What follows belongs to an exercise in optimizing a design on an open flow for small area, a short achievable clock period and few clock cycles per item; a production flow would make more cautious choices.
Only the layout flow was run in this run; the RTL was not checked for function there.
Power is estimated from default activity; no workload was simulated.

<file path="design/flow/config.mk">
export PLATFORM = sky130hd
export DESIGN_NAME = bodega_tx
export DESIGN_NICKNAME = bodega_tx
export VERILOG_FILES = /design/flow/design.v
export SDC_FILE = /design/flow/constraint.sdc
export NUM_CORES = 4
export LEC_CHECK = 0
export CAP_MARGIN = 20
export CORE_MARGIN = 2
export CORE_UTILIZATION = 40
export SETUP_SLACK_MARGIN = 5
export SLEW_MARGIN = 20
</file>
<file path="design/flow/constraint.sdc">
create_clock -name core_clock -period 12.0 [get_ports {clk}]
set_input_delay 2.4000 -clock core_clock [delete_from_list [all_inputs] [get_ports {clk}]]
set_output_delay 2.4000 -clock core_clock [all_outputs]
set_load 0.01 [all_outputs]
</file>
<file path="design/flow/design.v">
module bodega_tx (
    input  wire        clk,
    input  wire        rst,
    input  wire        req_valid,
    input  wire [31:0] req_word,
    output wire        req_ready,
    input  wire [11:0] rd_addr,
    output reg  [15:0] rd_data
);
    localparam [3:0] OP_BIND = 4'h7, OP_QUERY = 4'h8, OP_TARGET = 4'h9,
                     OP_SETP = 4'hA, OP_SET = 4'hB;
    function [7:0] clamp8;
        input [15:0] x;
        reg       inc;
        reg [7:0] s;
        begin
            inc = x[3] & (~x[15] | (|x[2:0]));
            s   = x[11:4] + {7'd0, inc};
            if (x[15])
                clamp8 = (x[14:11] != 4'hF) ? 8'h80 : s;
            else
                clamp8 = ((x[14:11] != 4'h0) || s[7]) ? 8'h7F : s;
        end
    endfunction
    reg [6:0]  p0;
    reg [15:0] p [1:15];
    reg        tx_err, bad_op;
    reg        k_bq, k_tgt, k_set, k_dual, lenok;
    reg        s_lock;             
    reg        s_power, s_run, s_unitf;
    reg [1:0]  s_bsaver;
    reg [7:0]  s_c1, s_c2, s_c3, s_c4, s_c5, s_c6, s_c7, s_c8, s_c9,
               s_c10, s_c11, s_c12, s_c13, s_c14, s_c15;    
    assign req_ready = 1'b1;
    wire       accept = req_valid;
    wire [3:0] op     = req_word[31:28];
    wire       is_set = accept && op == OP_SET;
    wire       set_ok = is_set && p0[4:3] != 2'd3;
    wire       is_tgt = accept && op == OP_TARGET;
    wire       is_bq  = accept && (op == OP_BIND || op == OP_QUERY);
    wire       build  = set_ok || is_tgt || is_bq;
    wire        is_setp = accept && op == OP_SETP;
    wire [15:0] wdata   = rst ? 16'd0 : req_word[15:0];
    integer j;
    always @(posedge clk) begin
        if (rst || (is_setp && req_word[19:16] == 4'd0))
            p0 <= wdata[6:0];
        for (j = 1; j < 16; j = j + 1)
            if (rst || (is_setp && req_word[19:16] == j))
                p[j] <= wdata;
    end
    always @(posedge clk) begin
        if (rst) begin
            tx_err <= 1'b0;
            bad_op <= 1'b0;
            k_bq   <= 1'b0;
            k_tgt  <= 1'b0;
            k_set  <= 1'b0;
            lenok  <= 1'b0;
        end else if (accept) begin
            bad_op <= (op >= 4'hC);
            if (build) begin
                k_bq   <= is_bq;
                k_tgt  <= is_tgt;
                k_set  <= set_ok;
                lenok  <= 1'b1;
                tx_err <= 1'b0;
            end else if (is_set) begin
                lenok  <= 1'b0;
                tx_err <= 1'b1;
            end
        end
    end
    always @(posedge clk) begin
        if (is_tgt || is_bq)
            s_lock <= is_tgt ? req_word[16] : op[3];
        else if (set_ok)
            s_lock <= p0[0];
        if (is_tgt)
            s_c1 <= clamp8(req_word[15:0]);
        else if (set_ok)
            s_c1 <= clamp8(p[1]);
        if (set_ok) begin
            k_dual   <= p0[6];
            s_power  <= p0[1];
            s_run    <= p0[2];
            s_bsaver <= p0[4:3];
            s_unitf  <= p0[5];
            s_c2  <= clamp8(p[2]);
            s_c3  <= clamp8(p[3]);
            s_c4  <= clamp8(p[4]);
            s_c5  <= p[5][7:0];
            s_c6  <= clamp8(p[6]);
            s_c7  <= clamp8(p[7]);
            s_c8  <= clamp8(p[8]);
            s_c9  <= clamp8(p[9]);
            s_c10 <= clamp8(p[10]);
            s_c11 <= clamp8(p[11]);
            s_c12 <= clamp8(p[12]);
            s_c13 <= clamp8(p[13]);
            s_c14 <= clamp8(p[14]);
            s_c15 <= clamp8(p[15]);
        end
    end
    wire        built  = k_bq | k_tgt | k_set;
    wire        m_dual = k_set & k_dual;
    wire        lockm  = s_lock & built;
    wire [7:0]  c1m    = s_c1 & {8{k_set | k_tgt}};
    wire [12:0] ck_k   = k_bq ? 13'h1FF : k_tgt ? 13'h205 : !k_set ? 13'h000 :
                         k_dual ? 13'h21A : 13'h20F;
    wire ca_1 = s_c2[0] ^ s_c3[0] ^ s_c4[0];
    wire ca_2 = (s_c2[0] & s_c3[0]) | (s_c2[0] & s_c4[0]) | (s_c3[0] & s_c4[0]);
    wire ca_3 = s_c5[0] ^ s_c6[0] ^ s_c7[0];
    wire ca_4 = (s_c5[0] & s_c6[0]) | (s_c5[0] & s_c7[0]) | (s_c6[0] & s_c7[0]);
    wire ca_5 = s_c8[0] ^ s_c9[0] ^ s_power;
    wire ca_6 = (s_c8[0] & s_c9[0]) | (s_c8[0] & s_power) | (s_c9[0] & s_power);
    wire ca_7 = s_run ^ s_unitf ^ s_bsaver[0];
    wire ca_8 = (s_run & s_unitf) | (s_run & s_bsaver[0]) | (s_unitf & s_bsaver[0]);
    wire ca_9 = s_c2[1] ^ s_c3[1] ^ s_c4[1];
    wire ca_10 = (s_c2[1] & s_c3[1]) | (s_c2[1] & s_c4[1]) | (s_c3[1] & s_c4[1]);
    wire ca_11 = s_c5[1] ^ s_c6[1] ^ s_c7[1];
    wire ca_12 = (s_c5[1] & s_c6[1]) | (s_c5[1] & s_c7[1]) | (s_c6[1] & s_c7[1]);
    wire ca_13 = s_c8[1] ^ s_c9[1] ^ s_bsaver[1];
    wire ca_14 = (s_c8[1] & s_c9[1]) | (s_c8[1] & s_bsaver[1]) | (s_c9[1] & s_bsaver[1]);
    wire ca_15 = s_c2[2] ^ s_c3[2] ^ s_c4[2];
    wire ca_16 = (s_c2[2] & s_c3[2]) | (s_c2[2] & s_c4[2]) | (s_c3[2] & s_c4[2]);
    wire ca_17 = s_c5[2] ^ s_c6[2] ^ s_c7[2];
    wire ca_18 = (s_c5[2] & s_c6[2]) | (s_c5[2] & s_c7[2]) | (s_c6[2] & s_c7[2]);
    wire ca_19 = s_c2[3] ^ s_c3[3] ^ s_c4[3];
    wire ca_20 = (s_c2[3] & s_c3[3]) | (s_c2[3] & s_c4[3]) | (s_c3[3] & s_c4[3]);
    wire ca_21 = s_c5[3] ^ s_c6[3] ^ s_c7[3];
    wire ca_22 = (s_c5[3] & s_c6[3]) | (s_c5[3] & s_c7[3]) | (s_c6[3] & s_c7[3]);
    wire ca_23 = s_c2[4] ^ s_c3[4] ^ s_c4[4];
    wire ca_24 = (s_c2[4] & s_c3[4]) | (s_c2[4] & s_c4[4]) | (s_c3[4] & s_c4[4]);
    wire ca_25 = s_c5[4] ^ s_c6[4] ^ s_c7[4];
    wire ca_26 = (s_c5[4] & s_c6[4]) | (s_c5[4] & s_c7[4]) | (s_c6[4] & s_c7[4]);
    wire ca_27 = s_c2[5] ^ s_c3[5] ^ s_c4[5];
    wire ca_28 = (s_c2[5] & s_c3[5]) | (s_c2[5] & s_c4[5]) | (s_c3[5] & s_c4[5]);
    wire ca_29 = s_c5[5] ^ s_c6[5] ^ s_c7[5];
    wire ca_30 = (s_c5[5] & s_c6[5]) | (s_c5[5] & s_c7[5]) | (s_c6[5] & s_c7[5]);
    wire ca_31 = s_c2[6] ^ s_c3[6] ^ s_c4[6];
    wire ca_32 = (s_c2[6] & s_c3[6]) | (s_c2[6] & s_c4[6]) | (s_c3[6] & s_c4[6]);
    wire ca_33 = s_c5[6] ^ s_c6[6] ^ s_c7[6];
    wire ca_34 = (s_c5[6] & s_c6[6]) | (s_c5[6] & s_c7[6]) | (s_c6[6] & s_c7[6]);
    wire ca_35 = s_c2[7] ^ s_c3[7] ^ s_c4[7];
    wire ca_36 = (s_c2[7] & s_c3[7]) | (s_c2[7] & s_c4[7]) | (s_c3[7] & s_c4[7]);
    wire ca_37 = s_c5[7] ^ s_c6[7] ^ s_c7[7];
    wire ca_38 = (s_c5[7] & s_c6[7]) | (s_c5[7] & s_c7[7]) | (s_c6[7] & s_c7[7]);
    wire ca_39 = ca_1 ^ ca_3 ^ ca_5;
    wire ca_40 = (ca_1 & ca_3) | (ca_1 & ca_5) | (ca_3 & ca_5);
    wire ca_41 = ca_2 ^ ca_4 ^ ca_6;
    wire ca_42 = (ca_2 & ca_4) | (ca_2 & ca_6) | (ca_4 & ca_6);
    wire ca_43 = ca_8 ^ ca_9 ^ ca_11;
    wire ca_44 = (ca_8 & ca_9) | (ca_8 & ca_11) | (ca_9 & ca_11);
    wire ca_45 = ca_10 ^ ca_12 ^ ca_14;
    wire ca_46 = (ca_10 & ca_12) | (ca_10 & ca_14) | (ca_12 & ca_14);
    wire ca_47 = ca_15 ^ ca_17 ^ s_c8[2];
    wire ca_48 = (ca_15 & ca_17) | (ca_15 & s_c8[2]) | (ca_17 & s_c8[2]);
    wire ca_49 = ca_16 ^ ca_18 ^ ca_19;
    wire ca_50 = (ca_16 & ca_18) | (ca_16 & ca_19) | (ca_18 & ca_19);
    wire ca_51 = ca_21 ^ s_c8[3] ^ s_c9[3];
    wire ca_52 = (ca_21 & s_c8[3]) | (ca_21 & s_c9[3]) | (s_c8[3] & s_c9[3]);
    wire ca_53 = ca_20 ^ ca_22 ^ ca_23;
    wire ca_54 = (ca_20 & ca_22) | (ca_20 & ca_23) | (ca_22 & ca_23);
    wire ca_55 = ca_25 ^ s_c8[4] ^ s_c9[4];
    wire ca_56 = (ca_25 & s_c8[4]) | (ca_25 & s_c9[4]) | (s_c8[4] & s_c9[4]);
    wire ca_57 = ca_24 ^ ca_26 ^ ca_27;
    wire ca_58 = (ca_24 & ca_26) | (ca_24 & ca_27) | (ca_26 & ca_27);
    wire ca_59 = ca_29 ^ s_c8[5] ^ s_c9[5];
    wire ca_60 = (ca_29 & s_c8[5]) | (ca_29 & s_c9[5]) | (s_c8[5] & s_c9[5]);
    wire ca_61 = ca_28 ^ ca_30 ^ ca_31;
    wire ca_62 = (ca_28 & ca_30) | (ca_28 & ca_31) | (ca_30 & ca_31);
    wire ca_63 = ca_33 ^ s_c8[6] ^ s_c9[6];
    wire ca_64 = (ca_33 & s_c8[6]) | (ca_33 & s_c9[6]) | (s_c8[6] & s_c9[6]);
    wire ca_65 = ca_32 ^ ca_34 ^ ca_35;
    wire ca_66 = (ca_32 & ca_34) | (ca_32 & ca_35) | (ca_34 & ca_35);
    wire ca_67 = ca_37 ^ s_c8[7] ^ s_c9[7];
    wire ca_68 = (ca_37 & s_c8[7]) | (ca_37 & s_c9[7]) | (s_c8[7] & s_c9[7]);
    wire ca_69 = ca_40 ^ ca_41 ^ ca_43;
    wire ca_70 = (ca_40 & ca_41) | (ca_40 & ca_43) | (ca_41 & ca_43);
    wire ca_71 = ca_42 ^ ca_44 ^ ca_45;
    wire ca_72 = (ca_42 & ca_44) | (ca_42 & ca_45) | (ca_44 & ca_45);
    wire ca_73 = ca_46 ^ ca_48 ^ ca_49;
    wire ca_74 = (ca_46 & ca_48) | (ca_46 & ca_49) | (ca_48 & ca_49);
    wire ca_75 = ca_50 ^ ca_52 ^ ca_53;
    wire ca_76 = (ca_50 & ca_52) | (ca_50 & ca_53) | (ca_52 & ca_53);
    wire ca_77 = ca_54 ^ ca_56 ^ ca_57;
    wire ca_78 = (ca_54 & ca_56) | (ca_54 & ca_57) | (ca_56 & ca_57);
    wire ca_79 = ca_58 ^ ca_60 ^ ca_61;
    wire ca_80 = (ca_58 & ca_60) | (ca_58 & ca_61) | (ca_60 & ca_61);
    wire ca_81 = ca_62 ^ ca_64 ^ ca_65;
    wire ca_82 = (ca_62 & ca_64) | (ca_62 & ca_65) | (ca_64 & ca_65);
    wire ca_83 = ca_66 ^ ca_68 ^ ca_36;
    wire ca_84 = (ca_66 & ca_68) | (ca_66 & ca_36) | (ca_68 & ca_36);
    wire ca_85 = ca_70 ^ ca_71 ^ ca_47;
    wire ca_86 = (ca_70 & ca_71) | (ca_70 & ca_47) | (ca_71 & ca_47);
    wire ca_87 = ca_72 ^ ca_73 ^ ca_51;
    wire ca_88 = (ca_72 & ca_73) | (ca_72 & ca_51) | (ca_73 & ca_51);
    wire ca_89 = ca_74 ^ ca_75 ^ ca_55;
    wire ca_90 = (ca_74 & ca_75) | (ca_74 & ca_55) | (ca_75 & ca_55);
    wire ca_91 = ca_76 ^ ca_77 ^ ca_59;
    wire ca_92 = (ca_76 & ca_77) | (ca_76 & ca_59) | (ca_77 & ca_59);
    wire ca_93 = ca_78 ^ ca_79 ^ ca_63;
    wire ca_94 = (ca_78 & ca_79) | (ca_78 & ca_63) | (ca_79 & ca_63);
    wire ca_95 = ca_80 ^ ca_81 ^ ca_67;
    wire ca_96 = (ca_80 & ca_81) | (ca_80 & ca_67) | (ca_81 & ca_67);
    wire ca_97 = ca_82 ^ ca_83 ^ ca_38;
    wire ca_98 = (ca_82 & ca_83) | (ca_82 & ca_38) | (ca_83 & ca_38);
    wire cb_1 = s_c10[0] ^ s_c11[0] ^ s_c12[0];
    wire cb_2 = (s_c10[0] & s_c11[0]) | (s_c10[0] & s_c12[0]) | (s_c11[0] & s_c12[0]);
    wire cb_3 = s_c13[0] ^ s_c14[0] ^ s_c15[0];
    wire cb_4 = (s_c13[0] & s_c14[0]) | (s_c13[0] & s_c15[0]) | (s_c14[0] & s_c15[0]);
    wire cb_5 = s_c10[1] ^ s_c11[1] ^ s_c12[1];
    wire cb_6 = (s_c10[1] & s_c11[1]) | (s_c10[1] & s_c12[1]) | (s_c11[1] & s_c12[1]);
    wire cb_7 = s_c13[1] ^ s_c14[1] ^ s_c15[1];
    wire cb_8 = (s_c13[1] & s_c14[1]) | (s_c13[1] & s_c15[1]) | (s_c14[1] & s_c15[1]);
    wire cb_9 = s_c10[2] ^ s_c11[2] ^ s_c12[2];
    wire cb_10 = (s_c10[2] & s_c11[2]) | (s_c10[2] & s_c12[2]) | (s_c11[2] & s_c12[2]);
    wire cb_11 = s_c13[2] ^ s_c14[2] ^ s_c15[2];
    wire cb_12 = (s_c13[2] & s_c14[2]) | (s_c13[2] & s_c15[2]) | (s_c14[2] & s_c15[2]);
    wire cb_13 = s_c10[3] ^ s_c11[3] ^ s_c12[3];
    wire cb_14 = (s_c10[3] & s_c11[3]) | (s_c10[3] & s_c12[3]) | (s_c11[3] & s_c12[3]);
    wire cb_15 = s_c13[3] ^ s_c14[3] ^ s_c15[3];
    wire cb_16 = (s_c13[3] & s_c14[3]) | (s_c13[3] & s_c15[3]) | (s_c14[3] & s_c15[3]);
    wire cb_17 = s_c10[4] ^ s_c11[4] ^ s_c12[4];
    wire cb_18 = (s_c10[4] & s_c11[4]) | (s_c10[4] & s_c12[4]) | (s_c11[4] & s_c12[4]);
    wire cb_19 = s_c13[4] ^ s_c14[4] ^ s_c15[4];
    wire cb_20 = (s_c13[4] & s_c14[4]) | (s_c13[4] & s_c15[4]) | (s_c14[4] & s_c15[4]);
    wire cb_21 = s_c10[5] ^ s_c11[5] ^ s_c12[5];
    wire cb_22 = (s_c10[5] & s_c11[5]) | (s_c10[5] & s_c12[5]) | (s_c11[5] & s_c12[5]);
    wire cb_23 = s_c13[5] ^ s_c14[5] ^ s_c15[5];
    wire cb_24 = (s_c13[5] & s_c14[5]) | (s_c13[5] & s_c15[5]) | (s_c14[5] & s_c15[5]);
    wire cb_25 = s_c10[6] ^ s_c11[6] ^ s_c12[6];
    wire cb_26 = (s_c10[6] & s_c11[6]) | (s_c10[6] & s_c12[6]) | (s_c11[6] & s_c12[6]);
    wire cb_27 = s_c13[6] ^ s_c14[6] ^ s_c15[6];
    wire cb_28 = (s_c13[6] & s_c14[6]) | (s_c13[6] & s_c15[6]) | (s_c14[6] & s_c15[6]);
    wire cb_29 = s_c10[7] ^ s_c11[7] ^ s_c12[7];
    wire cb_30 = (s_c10[7] & s_c11[7]) | (s_c10[7] & s_c12[7]) | (s_c11[7] & s_c12[7]);
    wire cb_31 = s_c13[7] ^ s_c14[7] ^ s_c15[7];
    wire cb_32 = (s_c13[7] & s_c14[7]) | (s_c13[7] & s_c15[7]) | (s_c14[7] & s_c15[7]);
    wire cb_33 = cb_2 ^ cb_4 ^ cb_5;
    wire cb_34 = (cb_2 & cb_4) | (cb_2 & cb_5) | (cb_4 & cb_5);
    wire cb_35 = cb_6 ^ cb_8 ^ cb_9;
    wire cb_36 = (cb_6 & cb_8) | (cb_6 & cb_9) | (cb_8 & cb_9);
    wire cb_37 = cb_10 ^ cb_12 ^ cb_13;
    wire cb_38 = (cb_10 & cb_12) | (cb_10 & cb_13) | (cb_12 & cb_13);
    wire cb_39 = cb_14 ^ cb_16 ^ cb_17;
    wire cb_40 = (cb_14 & cb_16) | (cb_14 & cb_17) | (cb_16 & cb_17);
    wire cb_41 = cb_18 ^ cb_20 ^ cb_21;
    wire cb_42 = (cb_18 & cb_20) | (cb_18 & cb_21) | (cb_20 & cb_21);
    wire cb_43 = cb_22 ^ cb_24 ^ cb_25;
    wire cb_44 = (cb_22 & cb_24) | (cb_22 & cb_25) | (cb_24 & cb_25);
    wire cb_45 = cb_26 ^ cb_28 ^ cb_29;
    wire cb_46 = (cb_26 & cb_28) | (cb_26 & cb_29) | (cb_28 & cb_29);
    wire cb_47 = cb_34 ^ cb_35 ^ cb_11;
    wire cb_48 = (cb_34 & cb_35) | (cb_34 & cb_11) | (cb_35 & cb_11);
    wire cb_49 = cb_36 ^ cb_37 ^ cb_15;
    wire cb_50 = (cb_36 & cb_37) | (cb_36 & cb_15) | (cb_37 & cb_15);
    wire cb_51 = cb_38 ^ cb_39 ^ cb_19;
    wire cb_52 = (cb_38 & cb_39) | (cb_38 & cb_19) | (cb_39 & cb_19);
    wire cb_53 = cb_40 ^ cb_41 ^ cb_23;
    wire cb_54 = (cb_40 & cb_41) | (cb_40 & cb_23) | (cb_41 & cb_23);
    wire cb_55 = cb_42 ^ cb_43 ^ cb_27;
    wire cb_56 = (cb_42 & cb_43) | (cb_42 & cb_27) | (cb_43 & cb_27);
    wire cb_57 = cb_44 ^ cb_45 ^ cb_31;
    wire cb_58 = (cb_44 & cb_45) | (cb_44 & cb_31) | (cb_45 & cb_31);
    wire cb_59 = cb_46 ^ cb_30 ^ cb_32;
    wire cb_60 = (cb_46 & cb_30) | (cb_46 & cb_32) | (cb_30 & cb_32);
    wire [12:0] ra0 = {1'b0, 1'b0, 1'b0, ca_98, ca_96, ca_94, ca_92, ca_90, ca_88, ca_86, ca_85, ca_69, ca_39} & {13{k_set}};
    wire [12:0] ra1 = {1'b0, 1'b0, 1'b0, ca_84, ca_97, ca_95, ca_93, ca_91, ca_89, ca_87, s_c9[2], ca_13, ca_7} & {13{k_set}};
    wire [12:0] rb0 = {1'b0, 1'b0, 1'b0, cb_60, cb_58, cb_56, cb_54, cb_52, cb_50, cb_48, cb_47, cb_33, cb_1} & {13{m_dual}};
    wire [12:0] rb1 = {1'b0, 1'b0, 1'b0, 1'b0, cb_59, cb_57, cb_55, cb_53, cb_51, cb_49, 1'b0, cb_7, cb_3} & {13{m_dual}};
    wire cf_1 = ra0[0] ^ ra1[0] ^ rb0[0];
    wire cf_2 = (ra0[0] & ra1[0]) | (ra0[0] & rb0[0]) | (ra1[0] & rb0[0]);
    wire cf_3 = rb1[0] ^ ck_k[0] ^ c1m[0];
    wire cf_4 = (rb1[0] & ck_k[0]) | (rb1[0] & c1m[0]) | (ck_k[0] & c1m[0]);
    wire cf_5 = ra0[1] ^ ra1[1] ^ rb0[1];
    wire cf_6 = (ra0[1] & ra1[1]) | (ra0[1] & rb0[1]) | (ra1[1] & rb0[1]);
    wire cf_7 = rb1[1] ^ ck_k[1] ^ c1m[1];
    wire cf_8 = (rb1[1] & ck_k[1]) | (rb1[1] & c1m[1]) | (ck_k[1] & c1m[1]);
    wire cf_9 = ra0[2] ^ ra1[2] ^ rb0[2];
    wire cf_10 = (ra0[2] & ra1[2]) | (ra0[2] & rb0[2]) | (ra1[2] & rb0[2]);
    wire cf_11 = rb1[2] ^ ck_k[2] ^ c1m[2];
    wire cf_12 = (rb1[2] & ck_k[2]) | (rb1[2] & c1m[2]) | (ck_k[2] & c1m[2]);
    wire cf_13 = ra0[3] ^ ra1[3] ^ rb0[3];
    wire cf_14 = (ra0[3] & ra1[3]) | (ra0[3] & rb0[3]) | (ra1[3] & rb0[3]);
    wire cf_15 = rb1[3] ^ ck_k[3] ^ c1m[3];
    wire cf_16 = (rb1[3] & ck_k[3]) | (rb1[3] & c1m[3]) | (ck_k[3] & c1m[3]);
    wire cf_17 = ra0[4] ^ ra1[4] ^ rb0[4];
    wire cf_18 = (ra0[4] & ra1[4]) | (ra0[4] & rb0[4]) | (ra1[4] & rb0[4]);
    wire cf_19 = rb1[4] ^ ck_k[4] ^ c1m[4];
    wire cf_20 = (rb1[4] & ck_k[4]) | (rb1[4] & c1m[4]) | (ck_k[4] & c1m[4]);
    wire cf_21 = ra0[5] ^ ra1[5] ^ rb0[5];
    wire cf_22 = (ra0[5] & ra1[5]) | (ra0[5] & rb0[5]) | (ra1[5] & rb0[5]);
    wire cf_23 = rb1[5] ^ ck_k[5] ^ c1m[5];
    wire cf_24 = (rb1[5] & ck_k[5]) | (rb1[5] & c1m[5]) | (ck_k[5] & c1m[5]);
    wire cf_25 = ra0[6] ^ ra1[6] ^ rb0[6];
    wire cf_26 = (ra0[6] & ra1[6]) | (ra0[6] & rb0[6]) | (ra1[6] & rb0[6]);
    wire cf_27 = rb1[6] ^ ck_k[6] ^ c1m[6];
    wire cf_28 = (rb1[6] & ck_k[6]) | (rb1[6] & c1m[6]) | (ck_k[6] & c1m[6]);
    wire cf_29 = ra0[7] ^ ra1[7] ^ rb0[7];
    wire cf_30 = (ra0[7] & ra1[7]) | (ra0[7] & rb0[7]) | (ra1[7] & rb0[7]);
    wire cf_31 = rb1[7] ^ ck_k[7] ^ c1m[7];
    wire cf_32 = (rb1[7] & ck_k[7]) | (rb1[7] & c1m[7]) | (ck_k[7] & c1m[7]);
    wire cf_33 = ra0[8] ^ ra1[8] ^ rb0[8];
    wire cf_34 = (ra0[8] & ra1[8]) | (ra0[8] & rb0[8]) | (ra1[8] & rb0[8]);
    wire cf_35 = ra0[9] ^ ra1[9] ^ rb0[9];
    wire cf_36 = (ra0[9] & ra1[9]) | (ra0[9] & rb0[9]) | (ra1[9] & rb0[9]);
    wire cf_37 = ra0[10] ^ ra1[10] ^ rb0[10];
    wire cf_38 = (ra0[10] & ra1[10]) | (ra0[10] & rb0[10]) | (ra1[10] & rb0[10]);
    wire cf_39 = ra0[11] ^ ra1[11] ^ rb0[11];
    wire cf_40 = (ra0[11] & ra1[11]) | (ra0[11] & rb0[11]) | (ra1[11] & rb0[11]);
    wire cf_41 = ra0[12] ^ ra1[12] ^ rb0[12];
    wire cf_42 = (ra0[12] & ra1[12]) | (ra0[12] & rb0[12]) | (ra1[12] & rb0[12]);
    wire cf_43 = cf_1 ^ cf_3 ^ lockm;
    wire cf_44 = (cf_1 & cf_3) | (cf_1 & lockm) | (cf_3 & lockm);
    wire cf_45 = cf_2 ^ cf_4 ^ cf_5;
    wire cf_46 = (cf_2 & cf_4) | (cf_2 & cf_5) | (cf_4 & cf_5);
    wire cf_47 = cf_6 ^ cf_8 ^ cf_9;
    wire cf_48 = (cf_6 & cf_8) | (cf_6 & cf_9) | (cf_8 & cf_9);
    wire cf_49 = cf_10 ^ cf_12 ^ cf_13;
    wire cf_50 = (cf_10 & cf_12) | (cf_10 & cf_13) | (cf_12 & cf_13);
    wire cf_51 = cf_14 ^ cf_16 ^ cf_17;
    wire cf_52 = (cf_14 & cf_16) | (cf_14 & cf_17) | (cf_16 & cf_17);
    wire cf_53 = cf_18 ^ cf_20 ^ cf_21;
    wire cf_54 = (cf_18 & cf_20) | (cf_18 & cf_21) | (cf_20 & cf_21);
    wire cf_55 = cf_22 ^ cf_24 ^ cf_25;
    wire cf_56 = (cf_22 & cf_24) | (cf_22 & cf_25) | (cf_24 & cf_25);
    wire cf_57 = cf_26 ^ cf_28 ^ cf_29;
    wire cf_58 = (cf_26 & cf_28) | (cf_26 & cf_29) | (cf_28 & cf_29);
    wire cf_59 = cf_30 ^ cf_32 ^ cf_33;
    wire cf_60 = (cf_30 & cf_32) | (cf_30 & cf_33) | (cf_32 & cf_33);
    wire cf_61 = cf_34 ^ cf_35 ^ rb1[9];
    wire cf_62 = (cf_34 & cf_35) | (cf_34 & rb1[9]) | (cf_35 & rb1[9]);
    wire cf_63 = cf_36 ^ cf_37 ^ rb1[10];
    wire cf_64 = (cf_36 & cf_37) | (cf_36 & rb1[10]) | (cf_37 & rb1[10]);
    wire cf_65 = cf_38 ^ cf_39 ^ rb1[11];
    wire cf_66 = (cf_38 & cf_39) | (cf_38 & rb1[11]) | (cf_39 & rb1[11]);
    wire cf_67 = cf_40 ^ cf_41 ^ rb1[12];
    wire cf_68 = (cf_40 & cf_41) | (cf_40 & rb1[12]) | (cf_41 & rb1[12]);
    wire cf_69 = cf_44 ^ cf_45 ^ cf_7;
    wire cf_70 = (cf_44 & cf_45) | (cf_44 & cf_7) | (cf_45 & cf_7);
    wire cf_71 = cf_46 ^ cf_47 ^ cf_11;
    wire cf_72 = (cf_46 & cf_47) | (cf_46 & cf_11) | (cf_47 & cf_11);
    wire cf_73 = cf_48 ^ cf_49 ^ cf_15;
    wire cf_74 = (cf_48 & cf_49) | (cf_48 & cf_15) | (cf_49 & cf_15);
    wire cf_75 = cf_50 ^ cf_51 ^ cf_19;
    wire cf_76 = (cf_50 & cf_51) | (cf_50 & cf_19) | (cf_51 & cf_19);
    wire cf_77 = cf_52 ^ cf_53 ^ cf_23;
    wire cf_78 = (cf_52 & cf_53) | (cf_52 & cf_23) | (cf_53 & cf_23);
    wire cf_79 = cf_54 ^ cf_55 ^ cf_27;
    wire cf_80 = (cf_54 & cf_55) | (cf_54 & cf_27) | (cf_55 & cf_27);
    wire cf_81 = cf_56 ^ cf_57 ^ cf_31;
    wire cf_82 = (cf_56 & cf_57) | (cf_56 & cf_31) | (cf_57 & cf_31);
    wire cf_83 = cf_58 ^ cf_59 ^ rb1[8];
    wire cf_84 = (cf_58 & cf_59) | (cf_58 & rb1[8]) | (cf_59 & rb1[8]);
    wire cf_85 = cf_60 ^ cf_61 ^ ck_k[9];
    wire cf_86 = (cf_60 & cf_61) | (cf_60 & ck_k[9]) | (cf_61 & ck_k[9]);
    wire cf_87 = cf_62 ^ cf_63 ^ ck_k[10];
    wire cf_88 = (cf_62 & cf_63) | (cf_62 & ck_k[10]) | (cf_63 & ck_k[10]);
    wire cf_89 = cf_64 ^ cf_65 ^ ck_k[11];
    wire cf_90 = (cf_64 & cf_65) | (cf_64 & ck_k[11]) | (cf_65 & ck_k[11]);
    wire cf_91 = cf_66 ^ cf_67 ^ ck_k[12];
    wire cf_92 = (cf_66 & cf_67) | (cf_66 & ck_k[12]) | (cf_67 & ck_k[12]);
    wire cf_93 = cf_82 ^ cf_83 ^ ck_k[8];
    wire cf_94 = (cf_82 & cf_83) | (cf_82 & ck_k[8]) | (cf_83 & ck_k[8]);
    wire cf_95 = cf_94 ^ cf_84 ^ cf_85;
    wire cf_96 = (cf_94 & cf_84) | (cf_94 & cf_85) | (cf_84 & cf_85);
    wire cf_97 = cf_96 ^ cf_86 ^ cf_87;
    wire cf_98 = (cf_96 & cf_86) | (cf_96 & cf_87) | (cf_86 & cf_87);
    wire cf_99 = cf_98 ^ cf_88 ^ cf_89;
    wire cf_100 = (cf_98 & cf_88) | (cf_98 & cf_89) | (cf_88 & cf_89);
    wire cf_101 = cf_100 ^ cf_90 ^ cf_91;
    wire cf_102 = (cf_100 & cf_90) | (cf_100 & cf_91) | (cf_90 & cf_91);
    wire [12:0] ck_s0 = {cf_101, cf_99, cf_97, cf_95, cf_93, cf_80, cf_78, cf_76, cf_74, cf_72, cf_70, cf_69, cf_43};
    wire [12:0] ck_s1 = {1'b0, 1'b0, 1'b0, 1'b0, 1'b0, cf_81, cf_79, cf_77, cf_75, cf_73, cf_71, 1'b0, 1'b0};
    wire [15:0] ck = {3'd0, ck_s0 + ck_s1};
    reg [4:0] len5;
    always @(*) begin
        if (!lenok)      len5 = 5'd0;
        else if (k_bq)   len5 = 5'd6;
        else if (k_tgt)  len5 = 5'd7;
        else if (k_dual) len5 = 5'd31;
        else             len5 = 5'd20;
    end
    wire [4:0] b = rd_addr[4:0];
    reg  [7:0] byte_at;
    always @(*) begin
        case (b)
        5'd0, 5'd1: byte_at = 8'hFE;
        5'd2:  byte_at = k_bq ? 8'h03 : k_tgt ? 8'h04 : k_dual ? 8'h1C : 8'h11;
        5'd3:  byte_at = k_set ? 8'h02 : k_tgt ? {6'd1, s_lock, ~s_lock} : {7'd0, s_lock};
        5'd4:  byte_at = k_bq ? ck[15:8] : k_tgt ? s_c1 : {7'd0, s_lock};
        5'd5:  byte_at = k_bq ? ck[7:0] : k_tgt ? ck[15:8] : {7'd0, s_power};
        5'd6:  byte_at = k_tgt ? ck[7:0] : {7'd0, s_run};
        5'd7:  byte_at = {6'd0, s_bsaver};
        5'd8:  byte_at = s_c1;
        5'd9:  byte_at = s_c2;
        5'd10: byte_at = s_c3;
        5'd11: byte_at = s_c4;
        5'd12: byte_at = s_c5;
        5'd13: byte_at = {7'd0, s_unitf};
        5'd14: byte_at = s_c6;
        5'd15: byte_at = s_c7;
        5'd16: byte_at = s_c8;
        5'd17: byte_at = s_c9;
        5'd18: byte_at = k_dual ? s_c10 : ck[15:8];
        5'd19: byte_at = k_dual ? 8'h00 : ck[7:0];
        5'd21: byte_at = s_c11;
        5'd22: byte_at = s_c12;
        5'd23: byte_at = s_c13;
        5'd24: byte_at = s_c14;
        5'd25: byte_at = s_c15;
        5'd29: byte_at = ck[15:8];
        5'd30: byte_at = ck[7:0];
        default: byte_at = 8'h00;
        endcase
    end
    always @(*) begin
        rd_data = 16'd0;
        if (rd_addr[11:9] == 3'b100) begin
            if (rd_addr[8:5] == 4'd0 && b < len5)
                rd_data = {8'd0, byte_at};
        end else if (rd_addr[11:4] == 8'h02) begin
            rd_data = (rd_addr[3:0] == 4'd0) ? {9'd0, p0} : p[rd_addr[3:0]];
        end else begin
            case (rd_addr)
            12'h000: rd_data = {6'd0, bad_op, tx_err, 1'b0, tx_err, 6'd0};
            12'h003: rd_data = {11'd0, len5};
            12'h005: rd_data = ck;
            default: rd_data = 16'd0;
            endcase
        end
    end
endmodule
</file>
<file path="design/flow/run.sh">
#!/bin/bash
# synth_recipe.tcl (not shown) runs the flow's synth.tcl, then flattens the netlist and writes it again
# the make line also repeats each setting of config.mk as NAME=value (left out here)
make -C /OpenROAD-flow-scripts/flow DESIGN_CONFIG=/design/flow/config.mk WORK_HOME=/design/flow/orfs CLKGATE_MAP_FILE= SYNTH_SCRIPT=/design/flow/synth_recipe.tcl finish
</file>
==> notes.md <==
[cells in the final DEF (no fill, tap or decap), drive strengths merged, types with 44 or more instances in the layout]
master  count
edfxtp    374
inv       246
nand2     118
fa        118
o21ai     108
buf       102
a21oi      91
nor2       87
nand3      78
clkbuf     49
ha         45
xor2       44
[what timing repair did]
item	4_1_cts	5_1_grt
buffers inserted	29	10
resized for setup	136	42
gates cloned	3	0
pin swaps	26	25
endpoints found under the setup margin	16	16
hold buffers	0	0
hold endpoints to repair	0	0
[worst max-delay path: stages (launching register included)]
cell	delay, ns
edfxtp_1	0.42
fa_1	0.57
inv_2	0.05
fa_1	0.59
inv_2	0.05
fa_1	0.49
inv_2	0.04
fa_2	0.52
nor2_2	0.04
fa_2	0.59
inv_2	0.04
fa_2	0.38
fa_2	0.34
inv_2	0.06
fa_2	0.18
inv_2	0.04
fa_2	0.34
fa_2	0.44
inv_2	0.08
ha_4	0.20
and4bb_2	0.24
mux2i_1	0.12
a41o_1	0.25
o21ai_2	0.14
a21boi_2	0.09
a2111oi_4	0.37
o32ai_2	0.13
buf_2	0.20
[logic make-up after synthesis]
family | count (synthesis) | share of synthesized area
buffers and inverters | 317 | 0.0590
DFF | 380 | 0.501
AOI/OAI and AO/OA | 497 | 0.157
adders and majority gates | 163 | 0.129
xor gates and xnor gates | 82 | 0.0317
and+or+nand+nor | 472 | 0.106
muxes | 33 | 0.0157
other | 1 | 0.000165
[worst max path at each step]
| stage | endpoint | slack [ns] |
|---|---|---|
| detailed placement | rd_data[4] | 1.93 |
| CTS | rd_data[4] | 2.12 |
| global route | rd_data[4] | 1.80 |
| floorplan | rd_data[4] | 3.21 |
| finish | rd_data[4] | 2.03 |
| global placement | rd_data[4] | 1.96 |
[cell type report]
class / instances / area share
Timing Repair Buffer: 143 / 0.0528
Inverter: 243 / 0.0342
Antenna cell: 1 / 0.0000939
Clock inverter: 27 / 0.0113
Tap cell: 756 / 0.0355
Multi-Input combinational cell: 1248 / 0.399
Clock buffer: 49 / 0.0412
Sequential cell: 380 / 0.426
[metal layers]
layer  wire length, um  track usage  share of wire  up-vias
met4              6430        0.193          0.065        6
met5               108      0.00654         0.0011        -
met1             38500        0.443           0.39     9087
met2             42500        0.491           0.43     1202
met3             10800       0.0770           0.11      266
li1                  -            -              -     7425
[metrics by stage]
| step | instance area [um2] | worst slack (ns) | hold slack [ns] | total power, mW | cells |
|---|---|---|---|---|---|
| final | 26700 | 2.03 | 0.475 | 3.47 | 2847 |
| after global routing | 26600 | 1.80 | 0.489 | 3.54 | 2846 |
| after CTS | 26400 | 2.12 | 0.471 | 3.44 | 2836 |
| after detailed placement | 24300 | 1.93 | 0.455 | 2.09 | 2728 |
| after global placement | 24300 | 1.96 | 0.443 | 2.09 | 2728 |
| after floorplan | 22900 | 3.21 | 0.420 | 1.86 | 1945 |
[power groups by stage]
stage | clock network, mW | registers [mW] | logic, mW
final | 1.35 | 1.63 | 0.486
after global routing | 1.40 | 1.64 | 0.503
after CTS | 1.35 | 1.63 | 0.464
after detailed placement | 0 | 1.66 | 0.436
after global placement | 0 | 1.65 | 0.436
after floorplan | 0 | 1.62 | 0.237
==> notes.md <==
Outcome - no timing/DRC/antenna violations
Synthesis-to-finish area growth - 17.6%
Mapped Area - 22700 um2
HP Start - bad_op
Area occupied by multi-input gates - 10600 um2
Worst-case hold path end point - bad_op
Via density - 6.32
Synth cell types - 85
DRT Wirelength - 98.3 mm
DIE WIDTH - 242 um
Number of global-route vias before repair - 17.3k
H-tree Lvls - 2
Net switching power - 0.971 mW
Crit. Startpoint - s_c2[6]
Synth top area cells - edfxtp_1, fa_1, inv_1
Rel. slew slack - 0.171
Antenna Nets Post-Route - 0
Reg clk slew, reported paths - 0.06 ns
CP Launch Type - flip-flop
Die area - 58600 um2
Initial drt markers - 2957
Synth top cells by count - edfxtp_1, inv_1, fa_1, nand2_1, o21ai_0
Initial antenna violation count - 3
Top Ports - 64
Tmin final - 9.97 ns
Reg power frac - 0.471
Data required, critical path - 9.60 ns
PD cells - 130 nW/um2
Cells after Synth - 1945
Fill cell count - 5150
CTS tree - yes
#FFs+latches synth - 380
Register area - 11400 um2
Die Ht - 242 um
Tcrit/Tclk final - 0.831
Max cap viols - 0
Final Skew - 0.0219 ns
Path depth of the worst reg2reg path - 9
Gr ovfl total - 0
Final Max Tran Viols - 0
Rows - 87
Post-Syn Nets - 2155
CTS buffer count - 42
RSZ-0062 raised after global routing - true
Worst Hold Class - reg2reg
Clock tree root driver cell - clkbuf_16
Mean Syn Cell Area - 11.7 um2
Warning count from the yosys run - 18
Pint - 2.49 mW
Setup Crit Path Kind - reg2out
Top-count cell post-synth - edfxtp_1
R2R Path Start - p[8][15]
I/O Buffers - 54
Initial Utilization - 0.403
Final HPWL from detailed placement - 74.9 mm
Final core occ - 0.474
Reg2Reg Setup Slack - 8.74 ns
Hold depth - 2
Post-synth top flop - edfxtp_1
Setup violators final - 0
Max IR drop VDD - 0.0998 mV
Bufs on Longest Clock Path - 3
Clock power share - 0.389
Measured slew at the worst slew-check pin - 1.23 ns
Max reg flops - 240
Top cell type's share of synthesized area - 0.496
Routed via count - 18.0k
GPL Wtd Cong - 1.01
Ratio of cells with drive above 1 in the final layout - 0.156
FFs w/ async S/R, synth - 0
Clk sinks - 380
Max Freq - 100 MHz
WP data arrival - 7.57 ns
Routed length per instance - 34.5 um
Hold Violations, Final - 0
Pin count of the biggest net entering global routing - 81
Worst skew pair latency - 0.59 ns
Setup TNS - 0 ns
Core area - 56200 um2
Sequential-to-total area share from yosys stat - 0.501
R2R Path End - s_c8[0]
CP max FO - 3
CP endpoint kind - primary output
Net Sw Frac - 0.280
DRC - 0
Lkg Pwr - 9.80 nW
Power share of the combinational group - 0.140
Pre-antenna DRT Iters - 6
GRT Total Usage - 0.331
Largest Register - p
First-pass GRT wire length - 135 mm
Number of synthesized flops with an enable pin - 374
Final #Nets - 2268
Synth area leader - edfxtp_1

==> static timing again, ports no longer ideal <==
Ports are ideal in the flow. The routed layout listed here was re-timed in OpenROAD.
Step 1 assumes that a clkbuf_16 drives the clock port and a buf_2 every other input.
Step 2 moves the port delays by t, midway between the first and last clock arrival at a register: inputs arrive t later, outputs are due t later. That takes back most of the time a late clock gives input paths.
Slacks: ideal ports / drivers / drivers and shift; pairs: ideal ports / drivers.
shift t [ns]: 0.638
slack for setup (ns): 2.032 / 1.973 / 2.611
worst register clock-pin slew, ns: 0.07 / 0.07
cell pins on the clock port's net: 1
After both steps setup and hold are still met in this run. For this run, drivers alone change the setup slack by -0.059 ns; drivers and shift together by +0.579 ns.
